Context: an optimization exercise on an open-source flow, tuned for a short achievable clock period and few clock cycles. The choices shown serve that exercise and are no tape-out recipe. RTL that was checked went through simulation tests only; none was proved equivalent to the original. For run 3, only the layout was checked, not whether the RTL still works. Power is estimated from default activity; no workload was simulated.

==> config.mk <==
export PLATFORM = sky130hd
export DESIGN_NAME = cvb
export DESIGN_NICKNAME = cvb
export VERILOG_FILES = /design/flow/design.v
export SDC_FILE = /design/flow/constraint.sdc
export NUM_CORES = 4
export LEC_CHECK = 0
export CAP_MARGIN = 20
export CORE_MARGIN = 2
export CORE_UTILIZATION = 55
export PLACE_DENSITY = 0.7
export SETUP_SLACK_MARGIN = 3.0
export SLEW_MARGIN = 20
export SYNTH_HIERARCHICAL = 1
export SYNTH_MINIMUM_KEEP_SIZE = 0
==> constraint.sdc <==
create_clock -name core_clock -period 6.0 [get_ports {clk}]
set_input_delay 1.2000 -clock core_clock [delete_from_list [all_inputs] [get_ports {clk}]]
set_output_delay 1.2000 -clock core_clock [all_outputs]
set_load 0.01 [all_outputs]
==> design.v <==
`timescale 1ns/1ps
module cvb (
    input  wire        clk,
    input  wire        rst,           
    input  wire        host_wr,
    input  wire [2:0]  host_waddr,
    input  wire [15:0] host_wdata,
    input  wire [2:0]  host_raddr,
    output wire [15:0] host_rdata,
    output wire        busy,
    output wire [2:0]  outcome,
    output wire        mem_en,
    output wire        mem_we,
    output wire [15:0] mem_addr,
    output wire [7:0]  mem_wdata,
    input  wire [7:0]  mem_rdata,
    output wire        poll_en,
    output wire [1:0]  poll_sel,      
    input  wire        poll_ans,
    output wire        put_en,
    output wire [7:0]  put_data,
    output wire        get_en,
    input  wire [7:0]  get_data,
    output wire        chs_valid,
    output wire [7:0]  chs_data,
    input  wire        chs_ready,
    input  wire        chs_err,
    input  wire        chr_valid,
    input  wire [7:0]  chr_data,
    input  wire        chr_err,
    output wire        chr_ready
);
    localparam [2:0] O_NONE    = 3'd0,
                     O_OK      = 3'd1,
                     O_TIMEOUT = 3'd2,
                     O_CHERR   = 3'd3,
                     O_MALF    = 3'd4,
                     O_INVAL   = 3'd5,
                     O_NOTF    = 3'd6,
                     O_ILLEGAL = 3'd7;
    localparam [7:0] LIMIT_RESET = 8'd16;
    reg [15:0] ptr, len, res;
    reg [7:0]  fill, limit;
    reg [2:0]  status;
    reg        ptr_nz, len_nz, len_ge2, len_ge3, len_eq3, lim_nz, lim_gt1;
    reg        ok_wr, ok_wtr, ok_rsy;
    reg        busy_r;
    reg        idle_r;            
    reg        m_wr, m_wtr, m_enc, m_dec, m_rsy;
    reg [1:0]  sub;               
    reg        mem_en_r, mem_we_r;
    reg [15:0] maddr;
    reg [7:0]  wreg;
    reg        poll_en_r, put_en_r, get_en_r, chr_ready_r;
    reg [1:0]  poll_sel_r;
    reg [7:0]  rem;               
    reg [15:0] left;              
    reg        rdp;               
    reg [7:0]  pbuf;              
    reg [7:0]  q0, q1, q2, q3, q4;  
    reg [2:0]  qn;
    reg        cv_r;              
    reg        bsel;              
    reg [15:0] rp;                
    reg [4:0]  rleft;             
    reg        rleft_nz;
    reg [2:0]  occ;               
    reg [1:0]  trl_push;
    reg [2:0]  wn;                
    reg [15:0] wa, wb;            
    reg [4:0]  scnt;              
    reg [7:0]  rb;                
    reg        rbv, rbpar, apar;
    reg [15:0] sum;
    reg [7:0]  b30;
    reg        qne;               
    reg [7:0]  qd;
    reg        pfin;              
    reg [2:0]  pcode;
    reg [15:0] oaddr;             
    reg [15:0] oleft;             
    reg        rk_nb, rk_first, rk_last;    
    reg        dk_nb, dk_first, dk_last;    
    reg [15:0] daddr;             
    reg [15:0] dp1, dm1;          
    reg [15:0] hp1, hm1;          
    reg        hv, hc, h40;       
    reg [15:0] haddr;
    reg        exp40;             
    reg [15:0] npair;             
    wire        cmd_wr  = host_wr & (host_waddr == 3'd0) & idle_r;
    wire        cmdz    = cmd_wr & (host_wdata[7:3] == 5'd0);
    wire [2:0]  opb     = host_wdata[2:0];
    wire        op1     = (opb == 3'd1);
    wire        op2     = (opb == 3'd2);
    wire        op3     = (opb == 3'd3);
    wire        op4     = (opb == 3'd4);
    wire        op5     = (opb == 3'd5);
    wire        st_wr   = cmdz & op1 & ok_wr;
    wire        st_wtr  = cmdz & op2 & ok_wtr;
    wire        st_enc  = cmdz & op3 & ptr_nz;
    wire        st_dec  = cmdz & op4 & ptr_nz;
    wire        st_rsy  = cmdz & op5 & ok_rsy;
    cvb_o_mem_en u_mem_en (
        .host_wr(host_wr), .host_waddr(host_waddr), .opc(host_wdata[7:0]), .busy(busy_r),
        .ok_wr(ok_wr), .ok_rsy(ok_rsy), .chr_valid(chr_valid), .chr_err(chr_err),
        .dq(m_dec & qne), .dr(m_dec & chr_ready_r), .r(mem_en_r), .q(mem_en)
    );
    assign mem_we = mem_we_r | (m_dec & qne) | (m_dec & chr_ready_r & chr_valid & ~chr_err);
    cvb_o_op1 u_poll_en (
        .host_wr(host_wr), .host_waddr(host_waddr), .opc(host_wdata[7:0]), .busy(busy_r),
        .ok(ok_wr), .r(poll_en_r), .q(poll_en)
    );
    cvb_o_op2 u_put_en (
        .host_wr(host_wr), .host_waddr(host_waddr), .opc(host_wdata[7:0]), .busy(busy_r),
        .ok(ok_wtr), .r(put_en_r), .q(put_en)
    );
    cvb_o_op3 u_chs_valid (
        .host_wr(host_wr), .host_waddr(host_waddr), .opc(host_wdata[7:0]), .busy(busy_r),
        .ok(ptr_nz), .r(cv_r), .q(chs_valid)
    );
    cvb_o_op4 u_chr_ready (
        .host_wr(host_wr), .host_waddr(host_waddr), .opc(host_wdata[7:0]), .busy(busy_r),
        .ok(ptr_nz), .r(chr_ready_r), .q(chr_ready)
    );
    cvb_rdbit u_rd0  (.a(host_raddr), .d1(status[0]), .d2(ptr[0]),  .d3(len[0]),  .d4(fill[0]), .d5(limit[0]), .d6(res[0]),  .q(host_rdata[0]));
    cvb_rdbit u_rd1  (.a(host_raddr), .d1(status[1]), .d2(ptr[1]),  .d3(len[1]),  .d4(fill[1]), .d5(limit[1]), .d6(res[1]),  .q(host_rdata[1]));
    cvb_rdbit u_rd2  (.a(host_raddr), .d1(status[2]), .d2(ptr[2]),  .d3(len[2]),  .d4(fill[2]), .d5(limit[2]), .d6(res[2]),  .q(host_rdata[2]));
    cvb_rdbit u_rd3  (.a(host_raddr), .d1(1'b0),      .d2(ptr[3]),  .d3(len[3]),  .d4(fill[3]), .d5(limit[3]), .d6(res[3]),  .q(host_rdata[3]));
    cvb_rdbit u_rd4  (.a(host_raddr), .d1(1'b0),      .d2(ptr[4]),  .d3(len[4]),  .d4(fill[4]), .d5(limit[4]), .d6(res[4]),  .q(host_rdata[4]));
    cvb_rdbit u_rd5  (.a(host_raddr), .d1(1'b0),      .d2(ptr[5]),  .d3(len[5]),  .d4(fill[5]), .d5(limit[5]), .d6(res[5]),  .q(host_rdata[5]));
    cvb_rdbit u_rd6  (.a(host_raddr), .d1(1'b0),      .d2(ptr[6]),  .d3(len[6]),  .d4(fill[6]), .d5(limit[6]), .d6(res[6]),  .q(host_rdata[6]));
    cvb_rdbit u_rd7  (.a(host_raddr), .d1(1'b0),      .d2(ptr[7]),  .d3(len[7]),  .d4(fill[7]), .d5(limit[7]), .d6(res[7]),  .q(host_rdata[7]));
    cvb_rdbit u_rd8  (.a(host_raddr), .d1(1'b0),      .d2(ptr[8]),  .d3(len[8]),  .d4(1'b0),    .d5(1'b0),     .d6(res[8]),  .q(host_rdata[8]));
    cvb_rdbit u_rd9  (.a(host_raddr), .d1(1'b0),      .d2(ptr[9]),  .d3(len[9]),  .d4(1'b0),    .d5(1'b0),     .d6(res[9]),  .q(host_rdata[9]));
    cvb_rdbit u_rd10 (.a(host_raddr), .d1(1'b0),      .d2(ptr[10]), .d3(len[10]), .d4(1'b0),    .d5(1'b0),     .d6(res[10]), .q(host_rdata[10]));
    cvb_rdbit u_rd11 (.a(host_raddr), .d1(1'b0),      .d2(ptr[11]), .d3(len[11]), .d4(1'b0),    .d5(1'b0),     .d6(res[11]), .q(host_rdata[11]));
    cvb_rdbit u_rd12 (.a(host_raddr), .d1(1'b0),      .d2(ptr[12]), .d3(len[12]), .d4(1'b0),    .d5(1'b0),     .d6(res[12]), .q(host_rdata[12]));
    cvb_rdbit u_rd13 (.a(host_raddr), .d1(1'b0),      .d2(ptr[13]), .d3(len[13]), .d4(1'b0),    .d5(1'b0),     .d6(res[13]), .q(host_rdata[13]));
    cvb_rdbit u_rd14 (.a(host_raddr), .d1(1'b0),      .d2(ptr[14]), .d3(len[14]), .d4(1'b0),    .d5(1'b0),     .d6(res[14]), .q(host_rdata[14]));
    cvb_rdbit u_rd15 (.a(host_raddr), .d1(1'b0),      .d2(ptr[15]), .d3(len[15]), .d4(1'b0),    .d5(1'b0),     .d6(res[15]), .q(host_rdata[15]));
    assign busy      = busy_r;
    assign outcome   = status;
    assign mem_addr  = busy_r ? maddr : ptr;
    assign mem_wdata = m_wtr ? get_data : (m_dec ? (qne ? qd : chr_data) : wreg);
    assign poll_sel  = poll_sel_r & {2{busy_r}};
    assign put_data  = (rdp & m_wr) ? mem_rdata : (m_wr ? pbuf : fill);
    assign get_en    = get_en_r;
    assign chs_data  = bsel ? mem_rdata : q0;    
    wire        hw_ok   = host_wr & idle_r;
    wire [15:0] ptr_n   = (hw_ok && host_waddr == 3'd2) ? host_wdata : ptr;
    wire [15:0] len_n   = (hw_ok && host_waddr == 3'd3) ? host_wdata : len;
    wire [7:0]  lim_n   = (hw_ok && host_waddr == 3'd5) ? host_wdata[7:0] : limit;
    wire        lastp   = (rem == 8'd1);
    wire        lastb   = (left == 16'd1);
    wire        rd_now   = mem_en_r & ~mem_we_r;
    wire        pop      = m_enc & (qn != 3'd0) & chs_ready;
    wire        byp_x    = m_enc & (qn == 3'd0) & rdp & chs_ready;    
    wire        xfer     = pop | byp_x;
    wire        sum_done = ~rleft_nz & ~rd_now & ~rdp & ~rbv;
    wire        push_t   = m_enc & sum_done & (trl_push != 2'd0) & (qn != 3'd5);
    wire        push     = (m_enc & rdp & ~byp_x) | push_t;
    wire [7:0]  pushd    = rdp ? mem_rdata : (trl_push[0] ? ~sum[7:0] : ~sum[15:8]);
    wire [2:0]  qa       = qn - {2'd0, pop};           
    wire [2:0]  qn_next  = qa + {2'd0, push};
    wire        rd_ok    = rleft_nz & (occ <= 3'd4);
    wire        wr_ok    = ~wn[2] & (~wn[1] | sum_done);
    wire        is20    = (mem_rdata == 8'h20);
    wire        is40    = (mem_rdata == 8'h40);
    wire        arr_nb  = rdp & dk_nb;
    wire        arr_ev  = rdp & ~dk_nb;
    wire        nb_now  = mem_en_r & rk_nb;
    wire        found   = arr_nb & (exp40 ? is40 : is20);
    wire        a_cand  = (is40 & ~dk_first) | (is20 & ~dk_last);
    wire        use_h   = arr_nb;                         
    wire        use_a   = arr_ev & ~nb_now;
    wire        s_cand  = use_h ? (hv & hc) : (use_a & a_cand);
    wire        s_40    = use_h ? h40 : is40;
    wire [15:0] s_nb    = use_h ? (h40 ? hm1 : hp1) : (is40 ? dm1 : dp1);
    wire [15:0] s_pair  = use_h ? (h40 ? hm1 : haddr) : (is40 ? dm1 : daddr);
    wire [15:0] rsy_n   = {1'b0, len[15:1]} + {15'd0, len[0]};    
    reg         fin;
    reg  [2:0]  fcode;
    always @(posedge clk) begin
        fin   = 1'b0;
        fcode = O_OK;
        if (rst) begin
            ptr    <= 16'd0;
            len    <= 16'd0;
            fill   <= 8'd0;
            limit  <= LIMIT_RESET;
            res    <= 16'd0;
            status <= O_NONE;
            ptr_nz <= 1'b0; len_nz <= 1'b0; len_ge2 <= 1'b0; len_ge3 <= 1'b0; len_eq3 <= 1'b0;
            lim_nz <= 1'b1; lim_gt1 <= 1'b1;
            ok_wr  <= 1'b0; ok_wtr <= 1'b0; ok_rsy <= 1'b0;
            busy_r <= 1'b0;
            idle_r <= 1'b1;
            m_wr <= 1'b0; m_wtr <= 1'b0; m_enc <= 1'b0; m_dec <= 1'b0; m_rsy <= 1'b0;
            sub  <= 2'd0;
            mem_en_r <= 1'b0; mem_we_r <= 1'b0;
            poll_en_r <= 1'b0; put_en_r <= 1'b0; get_en_r <= 1'b0; chr_ready_r <= 1'b0;
            poll_sel_r <= 2'd0;
            q0   <= 8'h20;
            rdp  <= 1'b0;
            qn   <= 3'd0;
            cv_r <= 1'b0;
            bsel <= 1'b0;
            rbv  <= 1'b0;
            hv   <= 1'b0;
            rk_nb <= 1'b0;
            dk_nb <= 1'b0;
        end else begin
            rdp      <= rd_now;
            dk_nb    <= rk_nb;
            dk_first <= rk_first;
            dk_last  <= rk_last;
            daddr    <= maddr;
            dp1      <= maddr + 16'd1;
            dm1      <= maddr - 16'd1;
            if (rdp) pbuf <= mem_rdata;
            ptr     <= ptr_n;
            len     <= len_n;
            limit   <= lim_n;
            ptr_nz  <= (ptr_n != 16'd0);
            len_nz  <= (len_n != 16'd0);
            len_ge2 <= (len_n[15:1] != 15'd0);
            len_ge3 <= (len_n[15:2] != 14'd0) | (len_n[1] & len_n[0]);
            len_eq3 <= (len_n == 16'd3);
            lim_nz  <= (lim_n != 8'd0);
            lim_gt1 <= (lim_n[7:1] != 7'd0);
            ok_wr   <= (ptr_n != 16'd0) & (len_n != 16'd0) & (lim_n != 8'd0);
            ok_wtr  <= (ptr_n != 16'd0) & (len_n != 16'd0);
            ok_rsy  <= (ptr_n != 16'd0) & (len_n[15:1] != 15'd0);
            if (hw_ok && host_waddr == 3'd4) fill <= host_wdata[7:0];
            if (idle_r) begin
                left       <= len;
                rem        <= opb[1] ? limit : limit - 8'd1;
                sub        <= {1'b0, opb[1] | poll_ans};
                poll_sel_r <= opb[1] ? 2'd2 : 2'd0;
                maddr      <= (opb[0] & (opb[1] | opb[2])) ? ptr + 16'd2 :
                              (opb[0] & ~opb[1] & ~opb[2]) ? ptr + 16'd1 :
                              ptr;
                rdp        <= opb[0] & ~opb[1];
                q1         <= 8'h40;
                rp         <= ptr + 16'd3;
                rleft      <= 5'd27;
                rleft_nz   <= 1'b1;
                occ        <= chs_ready ? 3'd2 : 3'd3;
                wn         <= 3'd0;
                wa         <= ptr;
                wb         <= ptr + 16'd30;
                trl_push   <= 2'b11;
                apar       <= 1'b0;
                sum        <= opb[2] ? 16'd0 : 16'h4020;
                scnt       <= {4'd0, opb[2] ? chr_valid : chs_ready};
                rb         <= chr_data;
                rbpar      <= 1'b0;
                rbv        <= opb[2] & chr_valid;
                qne        <= chr_valid;
                qd         <= chr_data;
                pfin       <= 1'b0;
                dk_nb      <= 1'b0;
                dk_first   <= 1'b1;
                dk_last    <= 1'b0;
                daddr      <= ptr;
                dp1        <= ptr + 16'd1;
                dm1        <= ptr - 16'd1;
                hv         <= 1'b0;
                rk_nb      <= 1'b0;
                rk_first   <= 1'b0;
                rk_last    <= len_eq3;
                oaddr      <= ptr + 16'd4;
                oleft      <= len_ge3 ? rsy_n - 16'd2 : 16'd0;
                busy_r      <= (st_wr & (poll_ans | lim_gt1)) | (st_wtr & lim_nz) | st_enc |
                               (st_dec & ~(chr_valid & chr_err)) | st_rsy;
                idle_r      <= ~((st_wr & (poll_ans | lim_gt1)) | (st_wtr & lim_nz) | st_enc |
                                 (st_dec & ~(chr_valid & chr_err)) | st_rsy);
                m_wr        <= st_wr & (poll_ans | lim_gt1);
                m_wtr       <= st_wtr & lim_nz;
                m_enc       <= st_enc;
                m_dec       <= st_dec & ~(chr_valid & chr_err);
                m_rsy       <= st_rsy;
                mem_en_r    <= (st_wr & poll_ans & len_ge2) | st_enc | (st_rsy & len_ge3);
                mem_we_r    <= 1'b0;
                poll_en_r   <= (st_wr & ~poll_ans & lim_gt1) | (st_wtr & lim_nz);
                put_en_r    <= st_wr & poll_ans;
                get_en_r    <= 1'b0;
                chr_ready_r <= st_dec & ~(chr_valid & chr_err);
                q0          <= (st_enc & chs_ready) ? 8'h40 : 8'h20;
                qn          <= st_enc ? (chs_ready ? 3'd1 : 3'd2) : 3'd0;
                cv_r        <= st_enc;
                bsel        <= 1'b0;
                if (cmd_wr) begin
                    if (host_wdata[7:3] != 5'd0 || opb == 3'd0 || opb[2:1] == 2'b11) begin
                        status <= O_ILLEGAL;
                    end else if (op1) begin
                        if (!(ptr_nz && len_nz)) begin
                            status <= O_INVAL;
                        end else if (!lim_nz || (!poll_ans && !lim_gt1)) begin
                            status <= O_TIMEOUT;
                        end
                    end else if (op2) begin
                        if (!(ptr_nz && len_nz)) begin
                            status <= O_INVAL;
                        end else if (!lim_nz) begin
                            status <= O_TIMEOUT;
                        end
                    end else if (op3) begin
                        if (!ptr_nz) begin
                            status <= O_INVAL;
                        end
                    end else if (op4) begin
                        if (!ptr_nz) begin
                            status <= O_INVAL;
                        end else if (chr_valid && chr_err) begin
                            status <= O_CHERR;
                        end
                    end else begin
                        if (!(ptr_nz && len_nz)) begin
                            status <= O_INVAL;
                            res <= 16'd0;
                        end else if (!len_ge2) begin
                            status <= O_NOTF;
                            res <= 16'd0;
                        end
                    end
                end
            end
            if (m_wr) begin
                mem_en_r <= 1'b0;
                if (mem_en_r) maddr <= maddr + 16'd1;
                case (sub)
                    2'd0: begin                           
                        if (poll_ans) begin
                            sub       <= 2'd1;
                            poll_en_r <= 1'b0;
                            put_en_r  <= 1'b1;
                            mem_en_r  <= ~lastb;          
                        end else if (lastp) begin
                            fin = 1'b1; fcode = O_TIMEOUT;
                        end else begin
                            rem <= rem - 8'd1;
                        end
                    end
                    2'd1: begin                           
                        sub        <= 2'd2;
                        put_en_r   <= 1'b0;
                        poll_en_r  <= 1'b1;
                        poll_sel_r <= 2'd1;
                        rem        <= limit;
                    end
                    default: begin                        
                        if (poll_ans) begin
                            if (lastb) begin
                                fin = 1'b1; fcode = O_OK;
                            end else begin
                                left       <= left - 16'd1;
                                sub        <= 2'd0;
                                poll_sel_r <= 2'd0;
                                rem        <= limit;
                            end
                        end else if (lastp) begin
                            fin = 1'b1; fcode = O_TIMEOUT;
                        end else begin
                            rem <= rem - 8'd1;
                        end
                    end
                endcase
            end
            if (m_wtr) begin
                case (sub)
                    2'd0: begin                           
                        put_en_r   <= 1'b0;
                        sub        <= 2'd1;
                        poll_en_r  <= 1'b1;
                        rem        <= limit;
                    end
                    2'd1: begin                           
                        if (poll_ans) begin
                            sub       <= 2'd2;
                            poll_en_r <= 1'b0;
                            get_en_r  <= 1'b1;
                            mem_en_r  <= 1'b1;
                            mem_we_r  <= 1'b1;
                        end else if (lastp) begin
                            fin = 1'b1; fcode = O_TIMEOUT;
                        end else begin
                            rem <= rem - 8'd1;
                        end
                    end
                    default: begin                        
                        get_en_r <= 1'b0;
                        mem_en_r <= 1'b0;
                        mem_we_r <= 1'b0;
                        maddr    <= maddr + 16'd1;
                        if (lastb) begin
                            fin = 1'b1; fcode = O_OK;
                        end else begin
                            left     <= left - 16'd1;
                            sub      <= 2'd0;
                            put_en_r <= 1'b1;
                        end
                    end
                endcase
            end
            if (m_enc | m_dec) begin
                if (rbv) sum <= sum + (rbpar ? {rb, 8'h00} : {8'h00, rb});
            end
            if (m_enc) begin
                if (pop) begin
                    q0 <= q1; q1 <= q2; q2 <= q3; q3 <= q4;
                end
                if (push) begin
                    case (qa)
                        3'd0: q0 <= pushd;
                        3'd1: q1 <= pushd;
                        3'd2: q2 <= pushd;
                        3'd3: q3 <= pushd;
                        default: q4 <= pushd;
                    endcase
                end
                qn <= qn_next;
                cv_r <= (qn_next != 3'd0) | rd_now;
                bsel <= (qn_next == 3'd0);
                occ <= occ - {2'd0, xfer} + {2'd0, push_t} + {2'd0, rd_ok};
                if (push_t) trl_push <= trl_push[0] ? 2'b10 : 2'b00;
                rbv   <= rdp;
                rb    <= mem_rdata;
                rbpar <= apar;
                if (rdp) apar <= ~apar;
                if (rd_ok) begin
                    mem_en_r <= 1'b1;
                    mem_we_r <= 1'b0;
                    maddr    <= rp;
                    rp       <= rp + 16'd1;
                    rleft    <= rleft - 5'd1;
                    rleft_nz <= (rleft != 5'd1);
                end else if (wr_ok) begin
                    mem_en_r <= 1'b1;
                    mem_we_r <= 1'b1;
                    maddr    <= wa;
                    wa       <= wn[0] ? wb : wa + 16'd1;
                    wreg     <= wn[1] ? (wn[0] ? ~sum[15:8] : ~sum[7:0]) : (wn[0] ? 8'h40 : 8'h20);
                    wn       <= wn + 3'd1;
                end else begin
                    mem_en_r <= 1'b0;
                    mem_we_r <= 1'b0;
                end
                if (xfer) begin
                    scnt <= scnt + 5'd1;
                    if (scnt == 5'd31) begin
                        fin = 1'b1; fcode = chs_err ? O_CHERR : O_OK;
                    end
                end
            end
            if (m_dec) begin
                rbv <= 1'b0;
                if (pfin) begin
                    fin = 1'b1; fcode = pcode;
                end else begin
                    qne <= qne & chr_valid & ~chr_err;
                    if (qne) qd <= chr_data;
                    if (qne | (chr_valid & ~chr_err)) maddr <= maddr + 16'd1;
                    if (chr_valid) begin
                        if (chr_err) begin
                            fin = 1'b1; fcode = O_CHERR;
                        end else begin
                            scnt  <= scnt + 5'd1;
                            rb    <= chr_data;
                            rbv   <= (scnt < 5'd30);
                            rbpar <= scnt[0];
                            if (scnt == 5'd30) b30 <= chr_data;
                            if (scnt == 5'd31) begin
                                if (qne) begin
                                    pfin        <= 1'b1;
                                    chr_ready_r <= 1'b0;
                                    pcode       <= ((chr_data == ~sum[15:8]) && (b30 == ~sum[7:0])) ? O_OK : O_MALF;
                                end else begin
                                    fin = 1'b1;
                                    fcode = ((chr_data == ~sum[15:8]) && (b30 == ~sum[7:0])) ? O_OK : O_MALF;
                                end
                            end
                        end
                    end
                end
            end
            if (m_rsy) begin
                if (use_h) hv <= 1'b0;
                if (arr_ev & nb_now) begin
                    hv    <= 1'b1;
                    hc    <= a_cand;
                    h40   <= is40;
                    haddr <= daddr;
                    hp1   <= dp1;
                    hm1   <= dm1;
                end
                if (found) begin
                    res <= npair;
                    fin = 1'b1; fcode = O_OK;
                end else if (s_cand) begin
                    mem_en_r <= 1'b1;
                    rk_nb    <= 1'b1;
                    rk_first <= 1'b0;
                    rk_last  <= 1'b0;
                    maddr    <= s_nb;
                    npair    <= s_pair;
                    exp40    <= ~s_40;
                end else if (oleft != 16'd0) begin
                    mem_en_r <= 1'b1;
                    rk_nb    <= 1'b0;
                    rk_first <= 1'b0;
                    rk_last  <= (oleft == 16'd1) & len[0];
                    maddr    <= oaddr;
                    oaddr    <= oaddr + 16'd2;
                    oleft    <= oleft - 16'd1;
                end else begin
                    mem_en_r <= 1'b0;
                    rk_nb    <= 1'b0;
                    if (!mem_en_r) begin
                        res <= 16'd0;
                        fin = 1'b1; fcode = O_NOTF;
                    end
                end
            end
            if (fin) begin
                status      <= fcode;
                busy_r      <= 1'b0;
                idle_r      <= 1'b1;
                m_wr        <= 1'b0;
                m_wtr       <= 1'b0;
                m_enc       <= 1'b0;
                m_dec       <= 1'b0;
                m_rsy       <= 1'b0;
                mem_en_r    <= 1'b0;
                mem_we_r    <= 1'b0;
                poll_en_r   <= 1'b0;
                put_en_r    <= 1'b0;
                get_en_r    <= 1'b0;
                chr_ready_r <= 1'b0;
                qn          <= 3'd0;
                cv_r        <= 1'b0;
                bsel        <= 1'b0;
                q0          <= 8'h20;
                hv          <= 1'b0;
                rk_nb       <= 1'b0;
            end
        end
    end
endmodule
module cvb_o_mem_en (
    input  wire       host_wr,
    input  wire [2:0] host_waddr,
    input  wire [7:0] opc,
    input  wire       busy, ok_wr, ok_rsy, chr_valid, chr_err, dq, dr, r,
    output wire       q
);
    wire cmdz = host_wr & (host_waddr == 3'd0) & ~busy & (opc[7:3] == 5'd0);
    assign q = r | dq | (cmdz & (((opc[2:0] == 3'd1) & ok_wr) | ((opc[2:0] == 3'd5) & ok_rsy))) |
               (dr & chr_valid & ~chr_err);
endmodule
module cvb_o_op4 (
    input  wire       host_wr,
    input  wire [2:0] host_waddr,
    input  wire [7:0] opc,
    input  wire       busy, ok, r,
    output wire       q
);
    assign q = r | (host_wr & (host_waddr == 3'd0) & ~busy & (opc == 8'h04) & ok);
endmodule
module cvb_o_op1 (
    input  wire       host_wr,
    input  wire [2:0] host_waddr,
    input  wire [7:0] opc,
    input  wire       busy, ok, r,
    output wire       q
);
    assign q = r | (host_wr & (host_waddr == 3'd0) & ~busy & (opc == 8'h01) & ok);
endmodule
module cvb_o_op2 (
    input  wire       host_wr,
    input  wire [2:0] host_waddr,
    input  wire [7:0] opc,
    input  wire       busy, ok, r,
    output wire       q
);
    assign q = r | (host_wr & (host_waddr == 3'd0) & ~busy & (opc == 8'h02) & ok);
endmodule
module cvb_o_op3 (
    input  wire       host_wr,
    input  wire [2:0] host_waddr,
    input  wire [7:0] opc,
    input  wire       busy, ok, r,
    output wire       q
);
    assign q = r | (host_wr & (host_waddr == 3'd0) & ~busy & (opc == 8'h03) & ok);
endmodule
module cvb_rdbit (
    input  wire [2:0] a,
    input  wire       d1, d2, d3, d4, d5, d6,
    output reg        q
);
    always @(*) begin
        case (a)
            3'd1:    q = d1;
            3'd2:    q = d2;
            3'd3:    q = d3;
            3'd4:    q = d4;
            3'd5:    q = d5;
            3'd6:    q = d6;
            default: q = 1'b0;
        endcase
    end
endmodule
==> run.sh <==
#!/bin/bash
# synth_recipe.tcl (not shown) runs the flow's synth.tcl, then flattens the netlist and writes it again
# the make line also repeats each setting of config.mk as NAME=value (left out here)
make -C /OpenROAD-flow-scripts/flow DESIGN_CONFIG=/design/flow/config.mk WORK_HOME=/design/flow/orfs CLKGATE_MAP_FILE= SYNTH_SCRIPT=/design/flow/synth_recipe.tcl finish
==> results of run 1 <==
==> routing by layer <==
metal | share of wire, % | routed length [µm]
met5 | 0 | 0
met2 | 45 | 44280
met3 | 9.6 | 9461
met1 | 40 | 39620
met4 | 5.7 | 5665
==> flip-flops by register name (all words and copies together), names as in the netlist, 15 cells and up <==
register  cells
daddr        16
dm1          15
dp1          16
haddr        16
hm1          16
hp1          15
left         16
len          16
maddr        16
npair        16
oaddr        16
oleft        16
ptr          16
res          16
rp           16
sum          16
wa           16
wb           16
==> area by class of cell <==
type	count	area (µm²)	area share, %
Tap cell	680	850.8	2.480
Multi-Input combinational cell	2249	15780	45.99
Timing Repair Buffer	285	2868	8.359
Timing Repair inverter	3	20.02	0.05835
Inverter	81	327.8	0.9555
Sequential cell	462	12800	37.31
Clock buffer	80	1519	4.427
Clock inverter	17	142.6	0.4157
==> cells in the mapped netlist, drive strengths merged (9+ instances only) <==
cell | instances | share of area (%)
mux2 | 45 | 1.8
o221ai | 27 | 0.83
or2 | 18 | 0.41
a311oi | 16 | 0.49
nand2b | 28 | 0.62
xor2 | 85 | 2.6
xnor2 | 73 | 2.3
ha | 48 | 2.1
a221o | 19 | 0.67
buf | 53 | 0.88
clkbuf | 138 | 1.8
nor4b | 16 | 0.80
inv | 79 | 1.0
a22oi | 45 | 1.2
nand2 | 259 | 3.4
nor3b | 33 | 0.87
o31ai | 12 | 0.32
dfxtp | 112 | 7.9
nand3 | 71 | 1.3
a222oi | 9 | 0.32
a2bb2oi | 9 | 0.28
o211ai | 25 | 0.66
edfxtp | 350 | 37
nor2 | 305 | 4.0
a22o | 13 | 0.40
and2 | 32 | 0.72
a211oi | 73 | 2.0
nor2b | 48 | 1.1
o21ai | 155 | 2.7
nor3 | 58 | 1.1
or3 | 20 | 0.44
mux2i | 145 | 5.1
a221oi | 26 | 0.80
nor4 | 37 | 0.97
o22ai | 17 | 0.38
or4 | 19 | 0.56
and3 | 26 | 0.57
nand4 | 31 | 0.68
o21a | 36 | 0.95
a31oi | 34 | 0.75
a21oi | 208 | 3.7
==> power groups by stage <==
stage | Sequential [W] | Combinational [W] | Clock (W)
global placement | 0.00373 | 0.000625 | 0
global route | 0.00367 | 0.000806 | 0.00332
detailed placement | 0.00373 | 0.000636 | 0
CTS | 0.00366 | 0.000708 | 0.00318
floorplan | 0.00368 | 0.000417 | 0
finish | 0.00367 | 0.000753 | 0.00317
==> repair_timing <==
item                                    4_1_cts  5_1_grt
hold buffers                                  0        0
gates resized for setup                     587      142
endpoints found under the setup margin      259      183
gates cloned                                 14        3
hold endpoints to repair                      0        0
setup buffers                                50       47
pin swaps                                    42       46
==> Yosys stat by module (local to each module, per instance) <==
module        area (µm²)  copies in the design
cvb_o_op4          58.81                     1
cvb_o_mem_en       78.83                     1
cvb                27180                     1
cvb_o_op2          58.81                     1
cvb_rdbit          53.80                    16
cvb_o_op3          53.80                     1
cvb_o_op1          58.81                     1
==> stage by stage <==
stage	setup WS [ns]	instances	area, µm²	utilization (%)
after global routing	2.741	3857	34310	67.15
final	2.766	3857	34310	67.15
after CTS	2.767	3807	33530	65.63
after global placement	1.378	3646	30620	59.93
after floorplan	1.229	2981	29020	-
after detailed placement	1.353	3646	30620	59.93
==> worst min-delay path by stage <==
| stage | end | startpoint | slack, ns | cells past startpoint |
|---|---|---|---|---|
| final | hp1[15] | dp1[15] | 0.46 | 0 |
| after global routing | haddr[0] | daddr[0] | 0.47 | 0 |
| after CTS | hm1[14] | dm1[14] | 0.46 | 0 |
| after detailed placement | hp1[15] | dp1[15] | 0.44 | 0 |
| after global placement | hp1[1] | dp1[1] | 0.43 | 0 |
| after floorplan | haddr[0] | daddr[0] | 0.43 | 0 |
==> critical path, cell delays in order <==
cell and delay (ns):
buf_16 0.14, mux2i_4 0.20, o221ai_2 0.19, o21a_1 0.16, buf_2 0.13
==> cell families (layout without fill, tap and decap cells) <==
group	count (synthesis)	after routing	share of synthesized area, %
other cells	1	29	0.01323
xor+xnor	158	158	4.881
compound gates	799	799	18.92
mux	190	190	6.921
simple gates	1019	1021	18.14
buf+inv	272	466	3.778
fa+ha+maj	52	52	2.366
flops	462	462	44.98
==> summary.md, run 1 <==
| Metric | Value |
|---|---|
| Combinational Power Share | about a tenth |
| Register area share after synthesis | around 45% |
| Max-slew violations | 0 |
| Mapped Cells | around 3000 |
| Number of synthesized flops with an enable pin | 350 |
| Reg2Reg Depth | 8 |
| Worst Hold Class | reg2reg |
| I/O Buffers | approximately 120 |
| Wire length of the first global-routing pass | approximately 150000 µm |
| Residual DRC count | 0 |
| Num rows | 83 |
| Fillers | approximately 4000 |
| Crit end category | primary output |
| CP endpoint | host_rdata[0] |
| FFs w/ async S/R, synth | 0% |
| Outcome | no timing/DRC/antenna violations |
| Final worst path period share | 53.91% |
| DR iter-0 viols | slightly below 3000 |
| Critical-path maximum fanout | 7 |
| RR Startpoint | oleft[1] |
| Critical Path AT | about 2 ns |
| Slew headroom | 28.13% |
| Peak VDD IR | about 290 µV |
| Most frequent cells in the layout | 350 x edfxtp_1, 291 x nor2_1, 247 x nand2_1 |
| CTS tree | built |
| Critical path class | in2out |
| CP startpoint | host_raddr[0] |
| R2r endpoint | maddr[0] |
| Clock sink count | ~460 |
| CP required | 4.80 ns |
| Grt met2 use | 56.25% |
| Die Footprint | 53370 µm² |
| Nets | about 3200 |
| Met3 GRT Util | 7.345% |
| Pwr Total | 0.007588 W |
| Busiest layer in global routing | met2 |
| Worst setup SP type | input port |
| Clock buffer depth | 3 |
| GRT overflow | 0 |
| LEAKAGE | 12.68 nW |
| Initial antenna violation count | 1 |
| Clk root buf | clkbuf_16 |
| Worst Skew | about 0.017 ns |
| Max_cap viols | 0 |
| DIE HEIGHT | 231.0 µm |
| Final ANT Viol Nets | 0 |
| Final WL | 99020 µm |
| CTS H-tree depth | 2 |
| DR vias | 25626 |
| RePlAce Congestion | 0.9965 |
| Via density | 6.644 |
| Gr usage total | about 36% |
| Mean Syn Cell Area | 9.600 µm² |
| PD cells | ~220 nW/µm² |
| Antenna Cells | 0 |
| Setup violators final | 0 |
| Cell Area, Synth | approximately 28000 µm² |
| P_sw | roughly 0.0019 W |
| HPWL Detailed | 65870 µm |
| Reg2Reg Setup Slack | between 3 and 4 ns |
| GR Util met1 | approximately half |
| Ys Warns | 8 |
| Design internal power | between 0.005 and 0.006 W |
| Core area | a little over 50000 µm² |
| Clock latency on the worst-skew pair | 0.62 ns |
| Worst-Margin Slew | roughly 1.1 ns |
| TritonCTS Buffers | 52 |
| Endpoints failing hold | 0 |
| DRT Pass-1 Iters | 6 |
| Max Clk Rate | 309.2 MHz |
| Cell variety after synth | 100 |
| Die Wd | between 200 and 250 µm |
| Layout cell share with drive strength beyond 1 | ~20% |
| Predominant post-synthesis flop cell | edfxtp_1 |
| Clock transition at path regs | roughly 0.050 ns |
| Most common cell after layout, fill and taps aside | edfxtp_1 |
| Flop pwr share | around half |
| Seq cells post-synth | 462 |
| RSZ-0062 raised after global routing | yes |
| Hold_ws | approximately 0.46 ns |
| Initial Util | between 50 and 60% |
| Setup TNS | 0 ns |
| I/O Pins | between 100 and 150 |
| Clock share of power | 41.8% |
| Largest net degree at the start of global routing | between 100 and 150 |
| Synthesis-to-finish area growth | 21.03% |
| Switch share | 25.41% |
| Vias in the first global route | ~24000 |
| Drt wl/cell | approximately 26 µm |
| Min Clock Period, post-route | around 3.2 ns |
Testbench counts, summed over its fixed seeds: cycles 34,524.
==> run 2, diff against run 1 <==
--- a/config.mk
+++ b/config.mk
@@ -8,5 +8,5 @@
 export CAP_MARGIN = 20
 export CORE_MARGIN = 2
-export CORE_UTILIZATION = 55
+export CORE_UTILIZATION = 60
 export PLACE_DENSITY = 0.7
 export SETUP_SLACK_MARGIN = 3.0
==> run 2 against run 1 <==
Net effect:
- synthesized area did not move
- clock power barely moved
- sequential power barely moved
- maximum frequency rose by 0.40%
- combinational power fell by 3%
- largest cell class unchanged
==> summary.md, run 2 <==
| Metric | Value |
|---|---|
| Drt wl/cell | 26.30 µm (+2.4%) |
| Critical path's top delay family | simple AND/OR/NAND/NOR gates |
| RSZ-0062 raised after global routing | yes |
| Initial antenna violation count | 1 (unchanged) |
| Outcome | no timing/DRC/antenna violations |
| Most frequent cells after synthesis | 350 x edfxtp_1, 304 x nor2_1, 259 x nand2_1, 207 x a21oi_1, 151 x o21ai_0 |
| DR vias | 25993 (+1.4%) |
| Initial Util | 60.89% (+5.4 points) |
| Worst-Margin Slew | 1.117 ns (+0.04527 ns) |
| Synth area leaders | edfxtp_1 37%, dfxtp_1 7.9%, mux2i_1 5.1% |
| Dpl ws | 1.415 ns (+0.06185 ns) |
| FFs w/ async S/R, synth | 0% (unchanged) |
| Final worst path period share | 53.69% (-0.22 points) |
| Gr usage total | 38.96% (+2.7 points) |
| GRT overflow | 0 (unchanged) |
| Predominant post-synthesis flop cell | edfxtp_1 |
| Crit path buf inv count | 2 (unchanged) |
| CP cell instances | buf_12 -> nor4_4 -> nand4_1 -> o211ai_1 -> buf_2 |
| Worst setup SP type | input port |
| DRT Pass-1 Iters | 9 (+3) |
| Top-area cell type share of the netlist area | 37.07% (unchanged) |
| PD cells | 224.5 nW/µm² (+1.5%) |
| Non-filler cells in the finished layout | 3761 (-2.5%) |
| Worst setup margin | 2.778 ns (+0.01295 ns) |
| I/O Buffers | 122 (unchanged) |
| Final WL | 98900 µm (-0.12%) |
| Setup TNS | 0 ns (unchanged) |
| Max-slew violations | 0 (unchanged) |
| Layout cell share with drive strength beyond 1 | 18.95% (-0.92 points) |
| Seq. cell area | 12800 µm² (about the same) |
| Largest net degree at the start of global routing | 166 (+54%) |
| I/O Pins | 123 (unchanged) |
| Worst Skew | 0.03418 ns (+0.01715 ns) |
| Cell variety after synth | 100 (unchanged) |
| Core area | 46560 µm² (-8.9%) |
| DIE HEIGHT | 221.4 µm (-4.2%) |
| Critical Path AT | 2.02 ns (about the same) |
| Critical-path maximum fanout | 6 (-1) |
| Critical path class | in2out |
| Most frequent cells in the layout | 350 x edfxtp_1, 292 x nor2_1, 250 x nand2_1 |
| Die Footprint | 49000 µm² (-8.2%) |
| DP Cell Count | 3574 (-2.0%) |
| Num rows | 79 (-4.8%) |
| CTS tree | built |
| Area of the multi-input gates | 15620 µm² (-1.0%) |
| Mapped Cells | 2953 (unchanged) |
| Peak VDD IR | 279.7 µV (-3.4%) |
| Clock transition at path regs | 0.06 ns (about the same) |
| Placed instance area | 30520 µm² (-0.31%) |
| Min Clock Period, post-route | 3.222 ns (-0.01295 ns) |
| CP required | 4.80 ns (about the same) |
| Number of synthesized flops with an enable pin | 350 (unchanged) |
| Setup violators final | 0 (unchanged) |
| Max_cap viols | 0 (unchanged) |
| Via density | 6.911 (+4.0%) |
| Clk root buf | clkbuf_16 |
| Cell with the most instances after synthesis | edfxtp_1 |
| Cell area after layout | 33800 µm² (-1.5%) |
| Endpoints failing hold | 0 (unchanged) |
| Register area share after synthesis | 44.98% (unchanged) |
| Fillers | 3362 (-17%) |
| Clock sink count | 462 (unchanged) |
| Final ANT Viol Nets | 0 (unchanged) |
| Nets | 3216 (-0.71%) |
| Clock latency on the worst-skew pair | 0.63 ns (about the same) |
| RePlAce Congestion | 0.9898 (-0.67%) |
| Largest stage delay, worst path | 0.27 ns (+0.07 ns) |
| DR iter-0 viols | 3304 (+12%) |
| Cell Area, Synth | 28350 µm² (unchanged) |
| Ys Warns | 8 (unchanged) |
| Synthesis-to-finish area growth | 19.22% |
| Most common cell after layout, fill and taps aside | edfxtp_1 |
| TritonCTS Buffers | 49 (-5.8%) |
| Clock buffer depth | 3 (unchanged) |
| Vias in the first global route | 24278 (+0.049%) |
| Die Wd | 221.4 µm (-4.2%) |
| Worst Hold Class | reg2reg |
| Slowest-stage cell, CP | nor4_4 |
| Crit end category | primary output |
| HPWL Detailed | 66890 µm (+1.6%) |
| Slew headroom | 25.23% (-2.9 points) |
| Seq cells post-synth | 462 (unchanged) |
| Cell taking the most area after synthesis | edfxtp_1 |
| LEAKAGE | 12.49 nW (-1.4%) |
| CTS H-tree depth | 2 (unchanged) |
| Max Clk Rate | 310.4 MHz (+0.40%) |
| Wire length of the first global-routing pass | 148300 µm (-0.46%) |
| Mean Syn Cell Area | 9.600 µm² (unchanged) |
| Residual DRC count | 0 (unchanged) |
==> run 2: changes by cell type in the layout (fill, tap and decap cells not counted), moves of 5 or more <==
cell,change
clkbuf_1,-13
mux2i_1,+5
mux2_4,+7
buf_4,-18
buf_6,+12
mux2i_2,+5
mux2i_4,-10
mux2_2,-7
==> run 2: kinds of logic (layout without fill, tap and decap cells) <==
family,count (synthesis),count (layout),synth area share (%)
AOI/OAI and AO/OA,799,799,18.92
DFF,462,462,44.98
other,1,32,0.01323
muxes,190,190,6.921
xor gates and xnor gates,158,158,4.881
and+or+nand+nor,1019,1021,18.14
buffers and inverters,272,440,3.778
adders and majority gates,52,52,2.366
==> run 2: area by class of cell <==
| type | instances | share of cell area, % |
|---|---|---|
| antenna | 3 | 0.02221 |
| clock inverter | 30 | 0.9329 |
| tap | 607 | 2.247 |
| inverter | 81 | 0.9588 |
| timing repair buffer | 266 | 7.660 |
| sequential | 462 | 37.88 |
| clock buffer | 61 | 4.039 |
| multi-input combinational | 2249 | 46.22 |
| timing repair inverter | 2 | 0.03702 |
==> run 2: routing by layer <==
layer | vias up | track usage, % | part of all wire, %
met5 | - | 0 | 0
met4 | 0 | 19.14 | 5.7
met3 | 340 | 7.794 | 11
met2 | 1707 | 59.56 | 44
met1 | 12551 | 53.11 | 40
li1 | 11395 | - | -
==> run 2: metrics by stage <==
step	total power, W	util [%]	hold WS, ns
global route	0.007783	72.58	0.4563
finish	0.007586	72.60	0.4483
floorplan	0.004098	-	0.4257
detailed placement	0.004372	65.56	0.4349
CTS	0.007534	71.30	0.4496
global placement	0.004356	65.56	0.4335
==> run 2: modules after synthesis, one instance, submodules excluded <==
module / area [µm²] / cells / flops+latches / copies in the design
cvb_o_op1: 58.81 / 5 / 0 / 1
cvb_o_mem_en: 78.83 / 8 / 0 / 1
cvb: 27180 / 2813 / 462 / 1
cvb_o_op3: 53.80 / 5 / 0 / 1
cvb_rdbit: 53.80 / 7 / 0 / 16
cvb_o_op2: 58.81 / 5 / 0 / 1
cvb_o_op4: 58.81 / 5 / 0 / 1
==> run 2: final timing paths <==
check        slack, ns         to  cells past startpoint          start
min               0.45     hp1[2]                      0         dp1[2]
max               2.78     mem_en                      5  host_waddr[2]
max reg2reg       3.07  oaddr[12]                     10       oleft[1]
min reg2reg       0.45     hp1[2]                      0         dp1[2]
==> run 2: report_power, final <==
group / internal (W) / switching [W] / total, W
Combinational: 0.000306 / 0.000427 / 0.000733
Clock: 0.00181 / 0.00138 / 0.00318
Sequential: 0.00354 / 0.000127 / 0.00367
Total: 0.00566 / 0.00193 / 0.00759
==> run 2: repair_timing <==
| item | in CTS | in global routing |
|---|---|---|
| endpoints found under the hold margin | 0 | 0 |
| gates cloned | 9 | 2 |
| endpoints found under the setup margin | 268 | 157 |
| setup buffers | 56 | 26 |
| hold buffers | 0 | 0 |
| resized for setup | 586 | 131 |
| pin swaps | 58 | 54 |
==> run 3, diff against run 2 <==
--- a/design.v
+++ b/design.v
@@ -60,6 +60,4 @@
     reg [7:0]  q0, q1, q2, q3, q4;  
     reg [2:0]  qn;
-    reg        cv_r;              
-    reg        bsel;              
     reg [15:0] rp;                
     reg [4:0]  rleft;             
@@ -76,4 +74,5 @@
     reg        qne;               
     reg [7:0]  qd;
+    reg [15:0] qaddr;
     reg        pfin;              
     reg [2:0]  pcode;
@@ -118,5 +117,5 @@
     cvb_o_op3 u_chs_valid (
         .host_wr(host_wr), .host_waddr(host_waddr), .opc(host_wdata[7:0]), .busy(busy_r),
-        .ok(ptr_nz), .r(cv_r), .q(chs_valid)
+        .ok(ptr_nz), .r((qn != 3'd0) | (m_enc & rdp)), .q(chs_valid)
     );
     cvb_o_op4 u_chr_ready (
@@ -124,28 +123,30 @@
         .ok(ptr_nz), .r(chr_ready_r), .q(chr_ready)
     );
-    cvb_rdbit u_rd0  (.a(host_raddr), .d1(status[0]), .d2(ptr[0]),  .d3(len[0]),  .d4(fill[0]), .d5(limit[0]), .d6(res[0]),  .q(host_rdata[0]));
-    cvb_rdbit u_rd1  (.a(host_raddr), .d1(status[1]), .d2(ptr[1]),  .d3(len[1]),  .d4(fill[1]), .d5(limit[1]), .d6(res[1]),  .q(host_rdata[1]));
-    cvb_rdbit u_rd2  (.a(host_raddr), .d1(status[2]), .d2(ptr[2]),  .d3(len[2]),  .d4(fill[2]), .d5(limit[2]), .d6(res[2]),  .q(host_rdata[2]));
-    cvb_rdbit u_rd3  (.a(host_raddr), .d1(1'b0),      .d2(ptr[3]),  .d3(len[3]),  .d4(fill[3]), .d5(limit[3]), .d6(res[3]),  .q(host_rdata[3]));
-    cvb_rdbit u_rd4  (.a(host_raddr), .d1(1'b0),      .d2(ptr[4]),  .d3(len[4]),  .d4(fill[4]), .d5(limit[4]), .d6(res[4]),  .q(host_rdata[4]));
-    cvb_rdbit u_rd5  (.a(host_raddr), .d1(1'b0),      .d2(ptr[5]),  .d3(len[5]),  .d4(fill[5]), .d5(limit[5]), .d6(res[5]),  .q(host_rdata[5]));
-    cvb_rdbit u_rd6  (.a(host_raddr), .d1(1'b0),      .d2(ptr[6]),  .d3(len[6]),  .d4(fill[6]), .d5(limit[6]), .d6(res[6]),  .q(host_rdata[6]));
-    cvb_rdbit u_rd7  (.a(host_raddr), .d1(1'b0),      .d2(ptr[7]),  .d3(len[7]),  .d4(fill[7]), .d5(limit[7]), .d6(res[7]),  .q(host_rdata[7]));
-    cvb_rdbit u_rd8  (.a(host_raddr), .d1(1'b0),      .d2(ptr[8]),  .d3(len[8]),  .d4(1'b0),    .d5(1'b0),     .d6(res[8]),  .q(host_rdata[8]));
-    cvb_rdbit u_rd9  (.a(host_raddr), .d1(1'b0),      .d2(ptr[9]),  .d3(len[9]),  .d4(1'b0),    .d5(1'b0),     .d6(res[9]),  .q(host_rdata[9]));
-    cvb_rdbit u_rd10 (.a(host_raddr), .d1(1'b0),      .d2(ptr[10]), .d3(len[10]), .d4(1'b0),    .d5(1'b0),     .d6(res[10]), .q(host_rdata[10]));
-    cvb_rdbit u_rd11 (.a(host_raddr), .d1(1'b0),      .d2(ptr[11]), .d3(len[11]), .d4(1'b0),    .d5(1'b0),     .d6(res[11]), .q(host_rdata[11]));
-    cvb_rdbit u_rd12 (.a(host_raddr), .d1(1'b0),      .d2(ptr[12]), .d3(len[12]), .d4(1'b0),    .d5(1'b0),     .d6(res[12]), .q(host_rdata[12]));
-    cvb_rdbit u_rd13 (.a(host_raddr), .d1(1'b0),      .d2(ptr[13]), .d3(len[13]), .d4(1'b0),    .d5(1'b0),     .d6(res[13]), .q(host_rdata[13]));
-    cvb_rdbit u_rd14 (.a(host_raddr), .d1(1'b0),      .d2(ptr[14]), .d3(len[14]), .d4(1'b0),    .d5(1'b0),     .d6(res[14]), .q(host_rdata[14]));
-    cvb_rdbit u_rd15 (.a(host_raddr), .d1(1'b0),      .d2(ptr[15]), .d3(len[15]), .d4(1'b0),    .d5(1'b0),     .d6(res[15]), .q(host_rdata[15]));
+    wire [6:1] rsel;
+    cvb_rddec u_rddec (.a(host_raddr), .s(rsel));
+    cvb_rdbit u_rd0 (.s(rsel), .d1(status[0]), .d2(ptr[0]), .d3(len[0]), .d4(fill[0]), .d5(limit[0]), .d6(res[0]), .q(host_rdata[0]));
+    cvb_rdbit u_rd1 (.s(rsel), .d1(status[1]), .d2(ptr[1]), .d3(len[1]), .d4(fill[1]), .d5(limit[1]), .d6(res[1]), .q(host_rdata[1]));
+    cvb_rdbit u_rd2 (.s(rsel), .d1(status[2]), .d2(ptr[2]), .d3(len[2]), .d4(fill[2]), .d5(limit[2]), .d6(res[2]), .q(host_rdata[2]));
+    cvb_rdbit u_rd3 (.s(rsel), .d1(1'b0), .d2(ptr[3]), .d3(len[3]), .d4(fill[3]), .d5(limit[3]), .d6(res[3]), .q(host_rdata[3]));
+    cvb_rdbit u_rd4 (.s(rsel), .d1(1'b0), .d2(ptr[4]), .d3(len[4]), .d4(fill[4]), .d5(limit[4]), .d6(res[4]), .q(host_rdata[4]));
+    cvb_rdbit u_rd5 (.s(rsel), .d1(1'b0), .d2(ptr[5]), .d3(len[5]), .d4(fill[5]), .d5(limit[5]), .d6(res[5]), .q(host_rdata[5]));
+    cvb_rdbit u_rd6 (.s(rsel), .d1(1'b0), .d2(ptr[6]), .d3(len[6]), .d4(fill[6]), .d5(limit[6]), .d6(res[6]), .q(host_rdata[6]));
+    cvb_rdbit u_rd7 (.s(rsel), .d1(1'b0), .d2(ptr[7]), .d3(len[7]), .d4(fill[7]), .d5(limit[7]), .d6(res[7]), .q(host_rdata[7]));
+    cvb_rdbit u_rd8 (.s(rsel), .d1(1'b0), .d2(ptr[8]), .d3(len[8]), .d4(1'b0), .d5(1'b0), .d6(res[8]), .q(host_rdata[8]));
+    cvb_rdbit u_rd9 (.s(rsel), .d1(1'b0), .d2(ptr[9]), .d3(len[9]), .d4(1'b0), .d5(1'b0), .d6(res[9]), .q(host_rdata[9]));
+    cvb_rdbit u_rd10 (.s(rsel), .d1(1'b0), .d2(ptr[10]), .d3(len[10]), .d4(1'b0), .d5(1'b0), .d6(res[10]), .q(host_rdata[10]));
+    cvb_rdbit u_rd11 (.s(rsel), .d1(1'b0), .d2(ptr[11]), .d3(len[11]), .d4(1'b0), .d5(1'b0), .d6(res[11]), .q(host_rdata[11]));
+    cvb_rdbit u_rd12 (.s(rsel), .d1(1'b0), .d2(ptr[12]), .d3(len[12]), .d4(1'b0), .d5(1'b0), .d6(res[12]), .q(host_rdata[12]));
+    cvb_rdbit u_rd13 (.s(rsel), .d1(1'b0), .d2(ptr[13]), .d3(len[13]), .d4(1'b0), .d5(1'b0), .d6(res[13]), .q(host_rdata[13]));
+    cvb_rdbit u_rd14 (.s(rsel), .d1(1'b0), .d2(ptr[14]), .d3(len[14]), .d4(1'b0), .d5(1'b0), .d6(res[14]), .q(host_rdata[14]));
+    cvb_rdbit u_rd15 (.s(rsel), .d1(1'b0), .d2(ptr[15]), .d3(len[15]), .d4(1'b0), .d5(1'b0), .d6(res[15]), .q(host_rdata[15]));
     assign busy      = busy_r;
     assign outcome   = status;
-    assign mem_addr  = busy_r ? maddr : ptr;
+    assign mem_addr  = busy_r ? ((m_dec & qne) ? qaddr : maddr) : ptr;
     assign mem_wdata = m_wtr ? get_data : (m_dec ? (qne ? qd : chr_data) : wreg);
     assign poll_sel  = poll_sel_r & {2{busy_r}};
     assign put_data  = (rdp & m_wr) ? mem_rdata : (m_wr ? pbuf : fill);
     assign get_en    = get_en_r;
-    assign chs_data  = bsel ? mem_rdata : q0;    
+    assign chs_data  = (m_enc & (qn == 3'd0)) ? mem_rdata : q0;    
     wire        hw_ok   = host_wr & idle_r;
     wire [15:0] ptr_n   = (hw_ok && host_waddr == 3'd2) ? host_wdata : ptr;
@@ -205,6 +206,4 @@
             rdp  <= 1'b0;
             qn   <= 3'd0;
-            cv_r <= 1'b0;
-            bsel <= 1'b0;
             rbv  <= 1'b0;
             hv   <= 1'b0;
@@ -240,5 +239,5 @@
                 poll_sel_r <= opb[1] ? 2'd2 : 2'd0;
                 maddr      <= (opb[0] & (opb[1] | opb[2])) ? ptr + 16'd2 :
-                              (opb[0] & ~opb[1] & ~opb[2]) ? ptr + 16'd1 :
+                              ((opb[0] & ~opb[1] & ~opb[2]) | (opb[2] & ~opb[0] & chr_valid)) ? ptr + 16'd1 :
                               ptr;
                 rdp        <= opb[0] & ~opb[1];
@@ -260,4 +259,5 @@
                 qne        <= chr_valid;
                 qd         <= chr_data;
+                qaddr      <= ptr;
                 pfin       <= 1'b0;
                 dk_nb      <= 1'b0;
@@ -290,6 +290,4 @@
                 q0          <= (st_enc & chs_ready) ? 8'h40 : 8'h20;
                 qn          <= st_enc ? (chs_ready ? 3'd1 : 3'd2) : 3'd0;
-                cv_r        <= st_enc;
-                bsel        <= 1'b0;
                 if (cmd_wr) begin
                     if (host_wdata[7:3] != 5'd0 || opb == 3'd0 || opb[2:1] == 2'b11) begin
@@ -422,6 +420,4 @@
                 end
                 qn <= qn_next;
-                cv_r <= (qn_next != 3'd0) | rd_now;
-                bsel <= (qn_next == 3'd0);
                 occ <= occ - {2'd0, xfer} + {2'd0, push_t} + {2'd0, rd_ok};
                 if (push_t) trl_push <= trl_push[0] ? 2'b10 : 2'b00;
@@ -461,10 +457,13 @@
                 end else begin
                     qne <= qne & chr_valid & ~chr_err;
-                    if (qne) qd <= chr_data;
-                    if (qne | (chr_valid & ~chr_err)) maddr <= maddr + 16'd1;
+                    if (qne) begin
+                        qd    <= chr_data;
+                        qaddr <= maddr;
+                    end
                     if (chr_valid) begin
                         if (chr_err) begin
                             fin = 1'b1; fcode = O_CHERR;
                         end else begin
+                            maddr <= maddr + 16'd1;
                             scnt  <= scnt + 5'd1;
                             rb    <= chr_data;
@@ -540,6 +539,4 @@
                 chr_ready_r <= 1'b0;
                 qn          <= 3'd0;
-                cv_r        <= 1'b0;
-                bsel        <= 1'b0;
                 q0          <= 8'h20;
                 hv          <= 1'b0;
@@ -596,19 +593,20 @@
     assign q = r | (host_wr & (host_waddr == 3'd0) & ~busy & (opc == 8'h03) & ok);
 endmodule
-module cvb_rdbit (
+module cvb_rddec (
     input  wire [2:0] a,
+    output wire [6:1] s
+);
+    assign s[1] = (a == 3'd1);
+    assign s[2] = (a == 3'd2);
+    assign s[3] = (a == 3'd3);
+    assign s[4] = (a == 3'd4);
+    assign s[5] = (a == 3'd5);
+    assign s[6] = (a == 3'd6);
+endmodule
+module cvb_rdbit (
+    input  wire [6:1] s,
     input  wire       d1, d2, d3, d4, d5, d6,
-    output reg        q
+    output wire       q
 );
-    always @(*) begin
-        case (a)
-            3'd1:    q = d1;
-            3'd2:    q = d2;
-            3'd3:    q = d3;
-            3'd4:    q = d4;
-            3'd5:    q = d5;
-            3'd6:    q = d6;
-            default: q = 1'b0;
-        endcase
-    end
+    assign q = (s[1] & d1) | (s[2] & d2) | (s[3] & d3) | (s[4] & d4) | (s[5] & d5) | (s[6] & d6);
 endmodule
==> run 3 against run 2 <==
Net effect:
- first-iteration DRC count rose by 14%
- register-to-register slack worse by 0.16 ns
- wire length is 2.8% higher
- critical path type unchanged
- cell area up 2.6%
- final cell count grew 1.8%
- count of clock-buffer cells in the layout rose by 6
==> summary.md, run 3 <==
| Metric | Value |
|---|---|
| Outcome | no timing/DRC/antenna violations |
| Min-delay src | daddr[2] |
| Gr usage total | 39.18% (+0.22 points) |
| DIE HEIGHT | 222.0 µm (+0.26%) |
| Endpoints failing hold | 0 (unchanged) |
| Critical Path AT | 2.31 ns (+0.29 ns) |
| PD cells | 227.4 nW/µm² (+1.3%) |
| Cell with the most instances after synthesis | edfxtp_1 |
| Critical path's top delay family | simple AND/OR/NAND/NOR gates |
| Number of synthesized flops with an enable pin | 366 (+4.6%) |
| HPWL Detailed | 65450 µm (-2.2%) |
| Peak VDD IR | 295.0 µV (+5.4%) |
| Reg2Reg Setup Slack | 2.91 ns (-0.16 ns) |
| Reg2Reg Depth | 8 (-2) |
| Wl on met1 | 38920 µm (-0.70%) |
| Slew headroom | 27.72% (+2.5 points) |
| DR iter-0 viols | 3762 (+14%) |
| Nets | 3283 (+2.1%) |
| Ys Warns | 7 (-1) |
| Crit end category | primary output |
| Mapped Cells | 2993 (+1.4%) |
| Top-area cell type share of the netlist area | 38.56% (+1.5 points) |
| RSZ-0062 raised after global routing | yes |
| FFs w/ async S/R, synth | 0% (unchanged) |
| Synthesis-to-finish area growth | 21.72% |
| Main combinational cell family by area after synthesis | compound AO/OA/AOI/OAI gates |
| Uppermost routed layer | met5 |
| Layout cell share with drive strength beyond 1 | 19.94% (+0.99 points) |
| Setup violators final | 0 (unchanged) |
| I/O Buffers | 122 (unchanged) |
| Fillers | 3279 (-2.5%) |
| Residual DRC count | 0 (unchanged) |
| Mux contribution to synthesized area | 4.631% (-2.3 points) |
| DR vias | 26450 (+1.8%) |
| Final WL | 101600 µm (+2.8%) |
| Worst Skew | 0.03165 ns (-0.002527 ns) |
| CTS H-tree depth | 2 (unchanged) |
| Post-synthesis adder-cell area fraction | 2.318% (-0.048 points) |
| RR Startpoint | ptr[1] |
| CP required | 4.80 ns (about the same) |
| Worst setup margin | 2.487 ns (-0.2914 ns) |
| Most common cell after layout, fill and taps aside | edfxtp_1 |
| Final ANT Viol Nets | 0 (unchanged) |
| Die Footprint | 49260 µm² (+0.53%) |
| CP cell instances | buf_12 -> nor4b_4 -> nand4_1 -> o211ai_1 -> buf_4 |
| Worst setup SP type | input port |
| Mean Syn Cell Area | 9.523 µm² (-0.81%) |
| Clock buffer depth | 3 (unchanged) |
| Crit path buf inv count | 2 (unchanged) |
| TritonCTS Buffers | 51 (+4.1%) |
| Most frequent cells in the layout | 366 x edfxtp_1, 288 x nor2_1, 271 x nand2_1 |
| Num rows | 79 (unchanged) |
| I/O Pins | 123 (unchanged) |
| Cell Area, Synth | 28500 µm² (+0.54%) |
| Cell variety after synth | 101 (+1.0%) |
| Met3 WL | 12230 µm (+18%) |
| Core Util, Final | 74.20% (+1.6 points) |
| R2r endpoint | maddr[2] |
| Slowest-stage cell, CP | nand4_1 |
| Worst-Margin Slew | 1.084 ns (-0.03323 ns) |
| Clock latency on the worst-skew pair | 0.63 ns (about the same) |
| Initial antenna violation count | 3 (+2) |
| DRT Pass-1 Iters | 9 (unchanged) |
| Largest net degree at the start of global routing | 125 (-25%) |
| Most frequent cells after synthesis | 366 x edfxtp_1, 299 x nor2_1, 282 x nand2_1, 255 x a21oi_1, 147 x o21ai_0 |
| Clk root buf | clkbuf_16 |
| CTS tree | built |
| Critical path class | in2out |
| Clock sink count | 476 (+3.0%) |
| WL met2 | 44570 µm (+2.0%) |
| WHS Path Cells | 0 (unchanged) |
| Seq cells post-synth | 476 (+3.0%) |
| LEAKAGE | 12.86 nW (+2.9%) |
| Final worst path period share | 58.55% (+4.9 points) |
| Die Wd | 222.0 µm (+0.26%) |
| Core area | 46750 µm² (+0.42%) |
| Post-synthesis xor/xnor area fraction | 4.886% (about the same) |
| Sink of the worst hold path | haddr[2] |
| Vias in the first global route | 24621 (+1.4%) |
| Predominant post-synthesis flop cell | edfxtp_1 |
| Via density | 6.908 (about the same) |
| Min Clock Period, post-route | 3.513 ns (+0.2914 ns) |
| Max Clk Rate | 284.7 MHz (-8.3%) |
| Max_cap viols | 0 (unchanged) |
| Cts hold-fix bufs | 0 (unchanged) |
| Max-slew violations | 0 (unchanged) |
| RePlAce Congestion | 0.9728 (-1.7%) |
| Initial Util | 60.96% (+0.069 points) |
| Clock transition at path regs | 0.06 ns (about the same) |
| Worst Hold Class | reg2reg |
| Drt wl/cell | 26.54 µm (+0.93%) |
| Synth area leaders | edfxtp_1 39%, dfxtp_1 7.7%, a21oi_1 4.5% |
| Cell taking the most area after synthesis | edfxtp_1 |
| Wire length of the first global-routing pass | 148900 µm (+0.40%) |
| Setup TNS | 0 ns (unchanged) |
| Register area share after synthesis | 46.29% (+1.3 points) |
| GRT overflow | 0 (unchanged) |
| Complex-gate fraction of the synthesized area | 19.44% (+0.52 points) |
| Simple-gate portion of the synthesized area | 18.32% (+0.18 points) |
| Dpl ws | 1.290 ns (-0.1254 ns) |
| Critical-path maximum fanout | 10 (+4) |
| Largest stage delay, worst path | 0.34 ns (+0.07 ns) |
## run 3: routing by layer
metal  vias to the layer above  track usage, %
li1                      11572               -
met1                     12732           52.83
met2                      1761           59.37
met3                       383           8.879
met4                         2           20.27
met5                         -               0
## run 3: where the power goes
part,leakage (nW),switching (W),internal [W]
combinational,7.62,0.000403,0.000300
clock,0.859,0.00144,0.00194
sequential,4.38,0.000153,0.00366
## run 3: modules after synthesis, one instance, submodules excluded
module        times used  flops+latches
cvb_o_op1              1              0
cvb                    1            476
cvb_o_op4              1              0
cvb_o_op2              1              0
cvb_rdbit             16              0
cvb_o_mem_en           1              0
cvb_rddec              1              0
cvb_o_op3              1              0
## run 3: worst max-delay path by stage
stage                             start            end  slack, ns  cells after the start
after detailed placement       poll_ans         busy_r       1.29                      9
final                     host_wdata[5]         mem_en       2.49                      5
after CTS                 host_wdata[7]         mem_en       2.55                      5
after global routing      host_raddr[0]  host_rdata[2]       2.50                      5
after global placement    host_raddr[0]  host_rdata[2]       1.36                      5
after floorplan            mem_rdata[6]      oleft[11]       2.76                     10
## run 3: final cells by class
class | instances | area [µm²] | share of cell area [%]
Clock inverter | 28 | 361.6 | 1.042
Tap cell | 607 | 759.5 | 2.189
Timing Repair Buffer | 308 | 3095 | 8.923
Inverter | 82 | 321.6 | 0.9269
Sequential cell | 476 | 13250 | 38.20
Antenna cell | 2 | 5.005 | 0.01443
Multi-Input combinational cell | 2259 | 15490 | 44.64
Clock buffer | 67 | 1410 | 4.065
## run 3: stage by stage
step | std cells | hold WS [ns] | power [W] | cell area (µm²)
2_1_floorplan | 3021 | 0.4262 | 0.004205 | 28970
3_3_place_gp | 3588 | 0.4332 | 0.004438 | 30360
3_5_place_dp | 3588 | 0.4376 | 0.004458 | 30360
4_1_cts | 3766 | 0.4529 | 0.007816 | 33600
5_1_grt | 3828 | 0.4575 | 0.008063 | 34690
6_report | 3829 | 0.4532 | 0.007890 | 34690
## run 3: cell families after synthesis
group	count (synthesis)
simple gates	1049
fa+ha+maj	51
compound gates	840
other cells	1
xor+xnor	159
mux	128
buf+inv	289
flops	476
## run 3: repair_timing
item                       in CTS  in global routing
setup endpoints to repair     288                191
pin swaps                      94                 70
resized for setup             691                127
buffers inserted               73                 55
gates cloned                   10                  6

afterwards: timing with drivers on the ports:
No port has a modelled driver above. Below, the same layouts with a new extraction and two added sets of constraints.
Step 1 assumes that a clkbuf_16 drives the clock port and a buf_2 every other input.
Step 2 times the ports against the registers' clock, not the clock port: input delays grow and output delays shrink by t, the midpoint of the rising clock arrivals with the driver on.
Slacks: no drivers / after step 1 / after step 2; pairs: no drivers / after step 1.
run | t (ns) | slack for setup (ns) | worst hold slack (ns) | clock arrival spread, ns | cell pins on the clock port's net
run 1 | 0.677 | 2.766 / 2.382 / 2.290 | 0.456 / 0.456 / 0.456 | 0.017 / 0.017 | 1
run 2 | 0.676 | 2.778 / 2.443 / 2.343 | 0.448 / 0.448 / 0.448 | 0.034 / 0.034 | 1
run 3 | 0.680 | 2.487 / 2.438 / 2.351 | 0.453 / 0.453 / 0.453 | 0.034 / 0.033 | 1
After both steps setup and hold are still met in every run listed. For run 1, which loses most, drivers alone change the setup slack by -0.384 ns; drivers and shift together by -0.476 ns.
